This is an optimization exercise on Yosys and OpenROAD, whose aim is small area, a short achievable clock period and few clock cycles per item, not a production implementation. Only simulation tests tie the RTL to the original design; equivalence was not proved.

[flow/run.sh]
#!/bin/bash
# synth_recipe.tcl (not shown) runs the flow's synth.tcl, then flattens the netlist and writes it again
# the make line also repeats each setting of config.mk as NAME=value (left out here)
make -C /OpenROAD-flow-scripts/flow DESIGN_CONFIG=/design/flow/config.mk WORK_HOME=/design/flow/orfs CLKGATE_MAP_FILE= SYNTH_SCRIPT=/design/flow/synth_recipe.tcl finish
[flow/config.mk]
export PLATFORM = sky130hd
export DESIGN_NAME = bfx
export DESIGN_NICKNAME = bfx
export VERILOG_FILES = /design/flow/design.v
export SDC_FILE = /design/flow/constraint.sdc
export NUM_CORES = 4
export LEC_CHECK = 0
export CAP_MARGIN = 20
export CORE_MARGIN = 2
export CORE_UTILIZATION = 40
export SLEW_MARGIN = 20
[flow/constraint.sdc]
create_clock -name core_clock -period 10.0 [get_ports {clk}]
set_input_delay 2.0000 -clock core_clock [delete_from_list [all_inputs] [get_ports {clk}]]
set_output_delay 2.0000 -clock core_clock [all_outputs]
set_load 0.01 [all_outputs]
[flow/design.v]
module bfx (
    input  wire        clk,
    input  wire        rst,
    input  wire        cmd_valid,
    output wire        cmd_ready,
    input  wire [95:0] cmd,
    output wire        rsp_valid,
    output wire [31:0] rsp,
    output wire        dev_valid,
    output wire [1:0]  dev_op,       
    output wire [7:0]  dev_bank,
    output wire [19:0] dev_off,
    output wire [15:0] dev_wdata,
    input  wire        dev_ready,
    input  wire [15:0] dev_rdata,
    output wire        pal_valid,
    output wire        pal_op,       
    output wire [7:0]  pal_data
);
    localparam [3:0] O_NOP     = 4'd0;
    localparam [3:0] O_INIT    = 4'd1;
    localparam [3:0] O_RDSTAT  = 4'd2;
    localparam [3:0] O_RESOLVE = 4'd3;
    localparam [3:0] O_SETPIX  = 4'd4;
    localparam [3:0] O_GETPIX  = 4'd5;
    localparam [3:0] O_XORPIX  = 4'd6;
    localparam [3:0] O_PUTRGB  = 4'd7;
    localparam [3:0] O_FILLRUN = 4'd8;
    localparam [3:0] O_LINE    = 4'd9;
    localparam [3:0] O_RECTF   = 4'd10;
    localparam [3:0] O_RECTO   = 4'd11;
    localparam [3:0] O_CIRCLE  = 4'd12;
    localparam [3:0] O_CIRCLEF = 4'd13;
    localparam [3:0] O_CONV565 = 4'd14;
    localparam [3:0] O_PALSET  = 4'd15;
    localparam [2:0] C_OK        = 3'd0;
    localparam [2:0] C_ILLEGAL   = 3'd1;
    localparam [2:0] C_NOTINIT   = 3'd2;
    localparam [2:0] C_BADMODE   = 3'd3;
    localparam [2:0] C_WRONGENC  = 3'd4;
    localparam [2:0] C_OUTOFVIEW = 3'd5;
    localparam [1:0] K_WRITE = 2'd0;
    localparam [1:0] K_READ  = 2'd1;
    localparam [1:0] K_XOR   = 2'd2;
    localparam [3:0] S_IDLE  = 4'd0;
    localparam [3:0] S_SET1  = 4'd1;
    localparam [3:0] S_SET2  = 4'd2;
    localparam [3:0] S_SET3  = 4'd3;
    localparam [3:0] S_SET4  = 4'd4;
    localparam [3:0] S_GEN   = 4'd5;
    localparam [3:0] S_DRAIN = 4'd6;
    localparam [3:0] S_RESP  = 4'd7;
    localparam [3:0] S_PAL   = 4'd8;
    reg [3:0] state;
    reg       inited;
    reg       mode;
    reg       bankvalid;
    reg [4:0] lastbank;
    reg       illseen;
    reg [3:0]  op;
    reg        ill;
    reg [2:0]  cause;
    reg [23:0] V;               
    reg [16:0] A;               
    reg [15:0] B;               
    reg [15:0] C;               
    reg [16:0] D;               
    reg [18:0] E;               
    reg [16:0] F;               
    reg [2:0]  gk;              
    reg        sx, sy, yf, xne;
    reg        ev, esel, erdw, esingle;
    reg [1:0]  ekind;
    reg [19:0] eoff;
    reg [10:0] ex1;
    wire [10:0] einc  = {1'b0, eoff[9:0]} + 11'd1;
    wire        elast = esingle || (einc == ex1);
    wire        efin  = ev && (erdw ? (ekind == K_READ)
                                    : (dev_ready && !esel && ekind == K_WRITE && elast));
    wire        efree = !ev || efin;
    wire op_single = (op == O_SETPIX) || (op == O_GETPIX) || (op == O_XORPIX) || (op == O_PUTRGB);
    wire op_draw   = op_single || (op[3] && op != O_CONV565 && op != O_PALSET);
    wire op_rect   = (op == O_RECTF) || (op == O_RECTO);
    wire op_circ   = (op == O_CIRCLE) || (op == O_CIRCLEF);
    reg  [1:0]  usel, wsel;         
    reg         pcin, pxor, qsub, qcin, qxor;
    wire [16:0] u = (usel == 2'd0) ? {C[15], C} : (usel == 2'd1) ? D : 17'd1;
    wire [16:0] w = (wsel == 2'd0) ? {C[15], C} : (wsel == 2'd1) ? D : 17'd1;
    wire [16:0] P = (A + ~u + {16'd0, pcin}) ^ {17{pxor}};
    wire [16:0] X = A + u;
    wire [16:0] Q = ({B[15], B} + (qsub ? ~w : w) + {16'd0, qcin}) ^ {17{qxor}};
    reg         rgate;
    reg  [2:0]  m1sel;              
    reg         m2d;
    reg  [3:0]  m2k;
    wire [18:0] Cs = {{3{C[15]}}, C};
    wire [18:0] m1 = (m1sel == 3'd1) ? {{2{F[16]}}, F} :
                     (m1sel == 3'd2) ? {D, 2'b00} :
                     (m1sel == 3'd3) ? {D[16], D, 1'b0} :
                     (m1sel == 3'd4) ? ~{Cs[16:0], 2'b00} :
                     (m1sel == 3'd5) ? ~{Cs[17:0], 1'b0} :
                     (m1sel == 3'd6) ? ~Cs : 19'd0;
    wire [18:0] m2 = m2d ? {{2{D[16]}}, D} : {15'd0, m2k};
    wire [18:0] R  = (rgate ? E : 19'd0) + m1 + m2;
    wire [19:0] e2  = {E, 1'b0};
    wire [19:0] fx  = {{3{F[16]}}, F};
    wire [19:0] dx  = {{3{D[16]}}, D};
    wire        stx = {~e2[19], e2[18:0]} >= {~fx[19], fx[18:0]};
    wire        sty = {~e2[19], e2[18:0]} <= {~dx[19], dx[18:0]};
    wire        e_neg  = E[18];
    wire        x_gt_y = C[15] || (D > {1'b0, C});      
    wire        b_eq_c = (B == C);
    reg  [1:0]  xssel;              
    reg         xex, rowq, single, want;
    reg  [1:0]  kind;
    wire [16:0] xs  = (xssel == 2'd0) ? A : (xssel == 2'd1) ? P : (xssel == 2'd2) ? X : E[16:0];
    wire [16:0] xe  = xex ? X : D;
    wire [16:0] row = rowq ? Q : {B[15], B};
    wire        yok    = !row[16] && (row[15:10] == 6'd0) && !(row[9] && row[8]);
    wire        xs_big = !xs[16] && (xs[15:10] != 6'd0);
    wire [9:0]  x0     = xs[16] ? 10'd0 : xs[9:0];
    wire        xe_pos = !xe[16] && (xe[15:0] != 16'd0);
    wire [10:0] x1     = (xe[15:10] != 6'd0) ? 11'd1024 : {1'b0, xe[9:0]};
    wire        run_ok = xe_pos && ({1'b0, x0} < x1);
    wire        vis    = yok && !xs_big && (single ? !xs[16] : run_ok);
    wire [4:0]  bank   = mode ? row[9:5] : {1'b0, row[9:6]};
    wire        nsel   = !bankvalid || (lastbank != bank);
    wire        need_init = (op == O_RESOLVE) || op_draw;
    wire        a_inb     = !A[16] && (A[15:10] == 6'd0) && !B[15] && (B[14:10] == 5'd0) &&
                            !(B[9] && B[8]);
    wire [2:0]  cause_n   = ill                                  ? C_ILLEGAL :
                            (need_init && !inited)               ? C_NOTINIT :
                            (op == O_INIT && V[7:1] != 7'd0)     ? C_BADMODE :
                            (op == O_PUTRGB && !mode)            ? C_WRONGENC :
                            (op == O_RESOLVE && !a_inb)          ? C_OUTOFVIEW : C_OK;
    wire [15:0] conv565 = {V[23:19], V[15:10], V[7:3]};
    wire [15:0] pv      = (op == O_GETPIX) ? 16'd0 :
                          (op == O_PUTRGB || op == O_CONV565) ? conv565 :
                          mode ? V[15:0] : {8'd0, V[7:0]};
    always @* begin
        usel = 2'd0; wsel = 2'd0;
        pcin = 1'b1; pxor = 1'b0; qsub = 1'b0; qcin = 1'b0; qxor = 1'b0;
        rgate = 1'b1; m1sel = 3'd0; m2d = 1'b0; m2k = 4'd0;
        xssel = 2'd0; xex = 1'b0; rowq = 1'b0; single = 1'b1; want = 1'b0;
        kind = K_WRITE;
        case (state)
        S_SET1: begin
            want = op_single && (cause_n == C_OK);
            kind = (op == O_GETPIX) ? K_READ : (op == O_XORPIX) ? K_XOR : K_WRITE;
            usel = 2'd0;                                  
            wsel = 2'd1; qsub = 1'b1; qcin = 1'b1;        
            rgate = 1'b0;
            if (op == O_CIRCLE) begin
                m1sel = 3'd5; m2k = 4'd4;                 
            end else begin
                m1sel = 3'd6; m2k = 4'd2;                 
            end
        end
        S_SET2, S_SET4: begin
            usel = 2'd0; pcin = !sx; pxor = sx;
            wsel = 2'd1; qsub = 1'b1;
            if (state == S_SET2) begin qcin = sy;  qxor = !sy; end
            else                 begin qcin = !sy; qxor = sy;  end
        end
        S_SET3: begin
            m1sel = 3'd1;                                 
        end
        S_GEN: begin
            case (op)
            O_LINE: begin
                want = 1'b1;
                usel = 2'd2; pcin = 1'b1;                 
                wsel = 2'd2; qsub = !sy; qcin = !sy;      
                m1sel = stx ? 3'd1 : 3'd0;
                m2d   = sty;
            end
            O_FILLRUN, O_RECTF: begin
                want = 1'b1; single = 1'b0;
                wsel = 2'd2;                              
            end
            O_RECTO: begin
                want = 1'b1;
                wsel = 2'd2;
                single = (gk != 3'd0) && !b_eq_c;
                if (gk == 3'd2) xssel = 2'd3;
            end
            O_CIRCLE: begin
                want = !(gk == 3'd0 && x_gt_y);
                usel = gk[2] ? 2'd0 : 2'd1;
                wsel = gk[2] ? 2'd1 : 2'd0;
                qsub = gk[1]; qcin = gk[1];
                xssel = gk[0] ? 2'd1 : 2'd2;
                rowq = 1'b1;
                if (gk == 3'd6) begin
                    m1sel = 3'd2; m2k = e_neg ? 4'd6 : 4'd10;
                end else if (gk == 3'd7) begin
                    m1sel = yf ? 3'd4 : 3'd0; m2k = {3'd0, yf};
                end
            end
            O_CIRCLEF: begin
                want = !(gk == 3'd0 && x_gt_y);
                single = 1'b0;
                usel = (gk[0] ^ gk[1]) ? 2'd0 : 2'd1;
                wsel = (gk[0] ^ gk[1]) ? 2'd1 : 2'd0;
                qsub = !gk[1]; qcin = !gk[1];
                xssel = 2'd1; xex = 1'b1;
                rowq = 1'b1;
                if (gk == 3'd2) begin
                    m1sel = 3'd3; m2k = e_neg ? 4'd3 : 4'd5;
                end else if (gk == 3'd3) begin
                    m1sel = yf ? 3'd5 : 3'd0; m2k = {3'd0, yf};
                end
            end
            default: ;
            endcase
        end
        default: ;
        endcase
    end
    wire go   = (state == S_GEN) ? efree : (state == S_SET1);
    wire emit = go && want && vis;
    assign cmd_ready = (state == S_IDLE) || (state == S_RESP) || (state == S_PAL && gk == 3'd3);
    assign rsp_valid = (state == S_RESP) || (state == S_PAL && gk == 3'd3);
    wire [7:0]  res_bank = mode ? {3'd0, B[9:5]} : {4'd0, B[9:6]};
    wire [27:0] rdat = (cause != C_OK)                      ? 28'd0 :
                       (op == O_RDSTAT)                     ? {16'd0, illseen, inited, mode, bankvalid, 3'd0, lastbank} :
                       (op == O_RESOLVE)                    ? {res_bank, B[9:0], A[9:0]} :
                       (op == O_CONV565 || op == O_GETPIX)  ? {12'd0, V[15:0]} : 28'd0;
    assign rsp = {1'b0, cause, rdat};
    assign dev_valid = ev && !erdw;
    assign dev_op    = esel ? 2'd0 : (ekind == K_WRITE) ? 2'd2 : 2'd1;
    assign dev_bank  = mode ? {3'd0, eoff[19:15]} : {4'd0, eoff[19:16]};
    assign dev_off   = eoff;
    assign dev_wdata = V[15:0];
    assign pal_valid = (state == S_PAL);
    assign pal_op    = (gk != 3'd0);
    assign pal_data  = (gk == 3'd0) ? A[7:0] :
                       (gk == 3'd1) ? {2'b00, V[23:18]} :
                       (gk == 3'd2) ? {2'b00, V[15:10]} :
                                      {2'b00, V[7:2]};
    wire accept = cmd_valid && cmd_ready;
    always @(posedge clk) begin
        if (rst) begin
            state     <= S_IDLE;
            inited    <= 1'b0;
            mode      <= 1'b0;
            bankvalid <= 1'b0;
            lastbank  <= 5'd0;
            illseen   <= 1'b0;
            ev        <= 1'b0;
        end else begin
            if (ev) begin
                if (erdw) begin
                    V[15:0] <= ((ekind == K_XOR) ? V[15:0] : 16'd0) ^
                               (mode ? dev_rdata : {8'd0, dev_rdata[7:0]});
                    erdw  <= 1'b0;
                    ekind <= K_WRITE;
                    if (ekind == K_READ) ev <= 1'b0;
                end else if (dev_ready) begin
                    if (esel) begin
                        esel <= 1'b0;
                    end else if (ekind != K_WRITE) begin
                        erdw <= 1'b1;
                    end else if (elast) begin
                        ev <= 1'b0;
                    end else begin
                        eoff[9:0] <= einc[9:0];
                    end
                end
            end
            if (emit) begin
                ev      <= 1'b1;
                erdw    <= 1'b0;
                esel    <= nsel;
                ekind   <= kind;
                esingle <= single;
                eoff    <= {row[9:0], x0};
                ex1     <= x1;
                bankvalid <= 1'b1;
                lastbank  <= bank;
            end
            case (state)
            S_IDLE, S_RESP: begin
                if (accept) begin
                    case (cmd[95:88])
                    8'h00: op <= O_NOP;
                    8'h01: op <= O_INIT;
                    8'h02: op <= O_RDSTAT;
                    8'h03: op <= O_RESOLVE;
                    8'h10: op <= O_SETPIX;
                    8'h11: op <= O_GETPIX;
                    8'h12: op <= O_XORPIX;
                    8'h13: op <= O_FILLRUN;
                    8'h20: op <= O_LINE;
                    8'h21: op <= O_RECTF;
                    8'h22: op <= O_RECTO;
                    8'h23: op <= O_CIRCLE;
                    8'h24: op <= O_CIRCLEF;
                    8'h30: op <= O_CONV565;
                    8'h31: op <= O_PUTRGB;
                    8'h32: op <= O_PALSET;
                    default: op <= O_NOP;
                    endcase
                    case (cmd[95:88])
                    8'h00, 8'h01, 8'h02, 8'h03, 8'h10, 8'h11, 8'h12, 8'h13,
                    8'h20, 8'h21, 8'h22, 8'h23, 8'h24, 8'h30, 8'h31, 8'h32: ill <= 1'b0;
                    default: ill <= 1'b1;
                    endcase
                    V <= cmd[87:64];
                    B <= cmd[63:48];
                    A <= {cmd[47], cmd[47:32]};
                    D <= {cmd[31], cmd[31:16]};
                    C <= cmd[15:0];
                    gk <= 3'd0;
                    state <= S_SET1;
                end else begin
                    state <= S_IDLE;
                end
            end
            S_SET1: begin
                cause <= cause_n;
                gk    <= 3'd0;
                if (cause_n != C_OK) begin
                    illseen <= 1'b1;
                    state   <= S_RESP;
                end else begin
                    if (op_draw || op == O_CONV565)
                        V[15:0] <= pv;
                    case (op)
                    O_INIT: begin
                        mode      <= V[0];
                        inited    <= 1'b1;
                        bankvalid <= 1'b0;
                        lastbank  <= 5'd0;
                        state     <= S_RESP;
                    end
                    O_PALSET: state <= S_PAL;
                    O_SETPIX, O_GETPIX, O_XORPIX, O_PUTRGB:
                        state <= vis ? S_DRAIN : S_RESP;
                    O_FILLRUN: begin
                        if (C[15]) begin
                            A <= X;
                            D <= A;
                        end else begin
                            D <= X;
                        end
                        state <= S_GEN;
                    end
                    O_RECTF, O_RECTO: begin
                        A   <= P[16] ? A : {C[15], C};
                        D   <= P[16] ? {C[15], C} : A;
                        E   <= P[16] ? {{3{C[15]}}, C} : {{2{A[16]}}, A};
                        B   <= Q[16] ? B : D[15:0];
                        C   <= Q[16] ? D[15:0] : B;
                        xne <= (P != 17'd0);
                        state <= S_SET2;
                    end
                    O_LINE: begin
                        sx    <= P[16];
                        sy    <= Q[16];
                        state <= S_SET2;
                    end
                    O_CIRCLE: begin
                        D <= 17'd0;
                        E <= R;
                        state <= (C[15] || C == 16'd0) ? S_RESP : S_GEN;
                    end
                    O_CIRCLEF: begin
                        D <= 17'd0;
                        E <= R;
                        state <= S_GEN;
                    end
                    default: state <= S_RESP;    
                    endcase
                end
            end
            S_SET2: begin
                if (op_rect) begin
                    D     <= D + 17'd1;
                    state <= S_GEN;
                end else begin
                    E     <= {{2{P[16]}}, P};
                    F     <= Q;
                    state <= S_SET3;
                end
            end
            S_SET3: begin
                E     <= R;
                state <= S_SET4;
            end
            S_SET4: begin
                D     <= P;
                C     <= e_neg ? Q[15:0] : P[15:0];
                state <= S_GEN;
            end
            S_GEN: begin
                if (efree) begin
                    case (op)
                    O_LINE: begin
                        if (C == 16'd0) begin
                            state <= emit ? S_DRAIN : S_RESP;
                        end else begin
                            C <= C - 16'd1;
                            if (stx) A <= sx ? X : P;
                            if (sty) B <= Q[15:0];
                            E <= R;
                        end
                    end
                    O_FILLRUN: state <= emit ? S_DRAIN : S_RESP;
                    O_RECTF: begin
                        if (b_eq_c) state <= emit ? S_DRAIN : S_RESP;
                        else        B <= Q[15:0];
                    end
                    O_RECTO: begin
                        case (gk)
                        3'd0: begin
                            if (b_eq_c) begin
                                state <= emit ? S_DRAIN : S_RESP;
                            end else begin
                                B  <= Q[15:0];
                                gk <= 3'd1;
                            end
                        end
                        3'd1: begin
                            if (b_eq_c)   state <= emit ? S_DRAIN : S_RESP;
                            else if (xne) gk <= 3'd2;
                            else          B <= Q[15:0];
                        end
                        default: begin
                            B  <= Q[15:0];
                            gk <= 3'd1;
                        end
                        endcase
                    end
                    O_CIRCLE, O_CIRCLEF: begin
                        if (gk == 3'd0 && x_gt_y) begin
                            state <= S_RESP;
                        end else begin
                            if ((op == O_CIRCLE) ? (gk == 3'd6) : (gk == 3'd2)) begin
                                E  <= R;
                                yf <= !e_neg;
                            end
                            if ((op == O_CIRCLE) ? (gk == 3'd7) : (gk == 3'd3)) begin
                                E <= R;
                                if (yf) C <= C - 16'd1;
                                D <= D + 17'd1;
                                gk <= 3'd0;
                            end else begin
                                gk <= gk + 3'd1;
                            end
                        end
                    end
                    default: state <= S_RESP;
                    endcase
                end
            end
            S_DRAIN: begin
                if (efree) state <= S_RESP;
            end
            S_PAL: begin
                gk <= gk + 3'd1;
                if (gk == 3'd3) begin
                    if (accept) begin
                    end
                    state <= S_IDLE;
                end
            end
            default: state <= S_IDLE;
            endcase
            if (state == S_PAL && gk == 3'd3 && accept) begin
                case (cmd[95:88])
                8'h00: op <= O_NOP;
                8'h01: op <= O_INIT;
                8'h02: op <= O_RDSTAT;
                8'h03: op <= O_RESOLVE;
                8'h10: op <= O_SETPIX;
                8'h11: op <= O_GETPIX;
                8'h12: op <= O_XORPIX;
                8'h13: op <= O_FILLRUN;
                8'h20: op <= O_LINE;
                8'h21: op <= O_RECTF;
                8'h22: op <= O_RECTO;
                8'h23: op <= O_CIRCLE;
                8'h24: op <= O_CIRCLEF;
                8'h30: op <= O_CONV565;
                8'h31: op <= O_PUTRGB;
                8'h32: op <= O_PALSET;
                default: op <= O_NOP;
                endcase
                case (cmd[95:88])
                8'h00, 8'h01, 8'h02, 8'h03, 8'h10, 8'h11, 8'h12, 8'h13,
                8'h20, 8'h21, 8'h22, 8'h23, 8'h24, 8'h30, 8'h31, 8'h32: ill <= 1'b0;
                default: ill <= 1'b1;
                endcase
                V <= cmd[87:64];
                B <= cmd[63:48];
                A <= {cmd[47], cmd[47:32]};
                D <= {cmd[31], cmd[31:16]};
                C <= cmd[15:0];
                gk <= 3'd0;
                state <= S_SET1;
            end
        end
    end
endmodule
==> metrics.md <==
| Metric | Value |
|---|---|
| Sum Neg Setup Slack | 0 ns |
| Final setup fails | 0 |
| CTS tree | yes |
| Port buffer count | 197 |
| Vias in the first global route | 22100 |
| Startpoint Class | register |
| First-pass GRT wire length | 151000 µm |
| Crit path buffers/inverters | 5 |
| Nets | 3142 |
| Most frequent cells in the layout | 279 x nand2_1, 258 x a21oi_1, 254 x nor2_1, 210 x o21ai_0, 197 x clkdlybuf4s50_1 |
| Required time at the worst-slack endpoint | 10.17 ns |
| Sequential-to-total area share from yosys stat | 25.7% |
| Slew Viols, Final | 0 |
| Fillers | 5236 |
| Status | no timing/DRC/antenna violations |
| Remaining global-route overflow | 0 |
| Largest net degree at the start of global routing | 54 |
| Via Count | 23300 |
| Post-synth top area share | 24.4% |
| Hpwl dp | 82100 µm |
| I/O Pins | 207 |
| Vias per std cell | 6.53 |
| Die area | 55600 µm² |
| Hold WC Path Type | register to register |
| CTS hold repair buffers | 0 |
| RSZ-0062 raised after global routing | false |
| Netlist cell types | 97 |
| Critical path's slowest cell | edfxtp_1 |
| Commonest non-fill, non-tap cell in the layout | nand2_1 |
| Share of layout cells above drive strength 1 | 6.92% |
| CP max FO | 22 |
| Minimum clock period | 8.68 ns |
| Setup crit start | gk[0] |
| Site Rows | 84 |
| Area Overhead vs Synth | 15.8% |
| CP Class | register to register |
| Yosys warnings | 1 |
| Gpl congestion | 1.03 |
| Clock root cell | clkbuf_16 |
| # clock sinks | 189 |
| WL/cell | 29.6 µm |
| #FFs+latches synth | 189 |
| Clk_skew | 0.0158 ns |
| Clk Latency, worst-skew pair | 0.51 ns |
| Final WL | 105000 µm |
| Resized cells post-CTS | 0 |
| CTS clk-pin slew, worst paths | 0.08 ns |
| CP most frequent cell | buf_4 |
| Final hold vios | 0 |
| H-Tree Depth | 4 |
| 1st-pass router iterations | 9 |
| CP Data Arrival Time | 8.85 ns |
| Mean Syn Cell Area | 7.81 µm² |
| Core footprint | 52900 µm² |
| Initial antenna violation count | 2 |
| Starting DRT DRC Count | 3428 |
| CTS max path bufs | 2 |
| DRC Markers | 0 |
| Post-CTS Setup Inserts | 0 |
| Final Util | 47.1% |
| Die span in y | 236 µm |
| Post-synth EDFFs | 175 |
| Max incr delay on CP | 0.50 ns |
| Initial Util | 40.7% |
| Slew Limit Headroom | 23.2% |
| Ys async rst share | 0% |
| Die Wd | 236 µm |
| TritonCTS buffer count | 17 |
| Mapped Area | 21500 µm² |
| Worst Tran Pin Value | 1.15 ns |
| RR Startpoint | gk[0] |
| Fmax | 115 MHz |
| Top delay family on crit path | simple AND/OR/NAND/NOR gates |
| Dominant cell type by area after synthesis | edfxtp_1 |
| Gate count of the mapped netlist | 2752 |
| Critical Path End Type | register |
| Max-cap violations | 0 |
| Post-synth top flop | edfxtp_1 |
| Hold Path Origin | illseen |
| Top cells by area, synth | edfxtp_1 24%, ha_1 8.1%, a21oi_1 6.0% |
| Gr usage total | 37.1% |
| Final cycle utilization of the critical path | 86.8% |
| Routed Antenna Nets | 0 |
==> per-stage QoR <==
| step | area, µm² | hold slack, ns | cells | worst slack, ns |
|---|---|---|---|---|
| after floorplan | 21500 | 0.437 | 2758 | 1.56 |
| after global placement | 24300 | 0.470 | 3532 | 1.52 |
| after detailed placement | 24300 | 0.470 | 3532 | 1.48 |
| after CTS | 24900 | 0.489 | 3564 | 1.42 |
| after global routing | 24900 | 0.536 | 3564 | 0.986 |
| final | 24900 | 0.494 | 3565 | 1.32 |
==> area by class of cell <==
cell class,count,area (µm²),share of cell area (%)
multi-input cells,2203,14600,58.5
inverters,155,582,2.34
flip-flops and latches,189,5540,22.2
diodes,1,2.50,0.0101
clock inverters,8,60.1,0.241
repair buffers,297,2720,10.9
well taps,688,861,3.46
clock buffers,24,557,2.24
==> sequential cells by signal, summed over array words and instances, names as in the netlist, 2 cells and up <==
signal,flops
gk,3
C,16
state,4
V,22
D,17
ex1,11
eoff,20
op,4
E,19
lastbank,5
cause,3
B,16
F,17
A,17
ekind,2
==> worst reg2reg max path, delay by kind of cell, from the launching register on <==
| family | cells | cell delay [ns] |
|---|---|---|
| flops | 1 | 0.50 |
| buf+inv | 5 | 1.14 |
| simple gates | 10 | 2.41 |
| compound gates | 12 | 2.30 |
| fa+ha+maj | 4 | 1.60 |
| mux | 1 | 0.38 |
==> path summary, 6_finish.rpt <==
path	end	slack, ns	cells after the start
setup reg to reg	eoff[11]	1.32	32
hold reg to reg	illseen	0.49	2
setup / recovery	eoff[11]	1.32	32
hold / removal	illseen	0.49	2
==> cell families after synthesis <==
| group | after synthesis | synth area share, % |
|---|---|---|
| other | 1 | 0.0174 |
| XOR/XNOR | 192 | 7.82 |
| flip-flops | 189 | 25.7 |
| AND/OR/NAND/NOR | 897 | 19.5 |
| adder cells (fa/ha/maj) | 163 | 10.3 |
| buffers and inverters | 366 | 6.98 |
| AO/OA/AOI/OAI | 861 | 25.6 |
| multiplexers | 83 | 4.02 |
==> cell usage after synthesis (23+ instances only) <==
| cell type | count |
|---|---|
| nand3_1 | 69 |
| buf_4 | 25 |
| o21a_1 | 26 |
| o22ai_1 | 41 |
| fa_1 | 24 |
| nand2_1 | 280 |
| and3_1 | 30 |
| ha_1 | 139 |
| a21o_1 | 47 |
| o221ai_1 | 28 |
| o21ai_0 | 213 |
| inv_1 | 153 |
| nor2_1 | 256 |
| xnor2_1 | 142 |
| xor2_1 | 50 |
| a221oi_1 | 23 |
| a21oi_1 | 258 |
| mux2i_1 | 65 |
| nand2b_1 | 27 |
| a22oi_1 | 35 |
| clkbuf_1 | 159 |
| edfxtp_1 | 175 |
| nand4_1 | 27 |
| nor2b_1 | 26 |
| a222oi_1 | 26 |
| nor3_1 | 67 |
==> layer usage <==
| layer | up-vias | part of all wire (%) | routed length, µm | track usage (%) |
|---|---|---|---|---|
| li1 | 10200 | - | - | - |
| met5 | - | 0 | 0 | 0 |
| met3 | 243 | 12 | 12200 | 9.26 |
| met4 | 0 | 5.0 | 5290 | 17.6 |
| met2 | 1546 | 42 | 44500 | 55.0 |
| met1 | 11300 | 41 | 43500 | 50.4 |
Testbench counts, summed over its fixed seeds: cycles 253,825, commands 1,696.

what the ideal ports hide:
The flow's constraints put no driver on any port. The routed layout listed below was extracted and timed again, unchanged, in two steps. Step 1: set_driving_cell puts a clkbuf_16 on clk and a buf_2 on each other input, an assumption about the parent block. Step 2, shift: input delay + t, output delay - t, t = (earliest + latest rising clock arrival at the registers) / 2. This alone moves slack from input paths to output paths. Three values: ideal, step 1, step 2; two values: the first two.
shift t [ns]: 0.570
setup WS [ns]: 1.317 / 1.317 / 1.317
slew at the worst register clock pin (ns): 0.08 / 0.08
worst data-port slew with drivers (ns): 0.07
pins driven straight from the clock port: 1
After both steps this run still meets setup and hold. For this run, drivers alone change the setup slack by 0.000 ns; drivers and shift together by 0.000 ns.
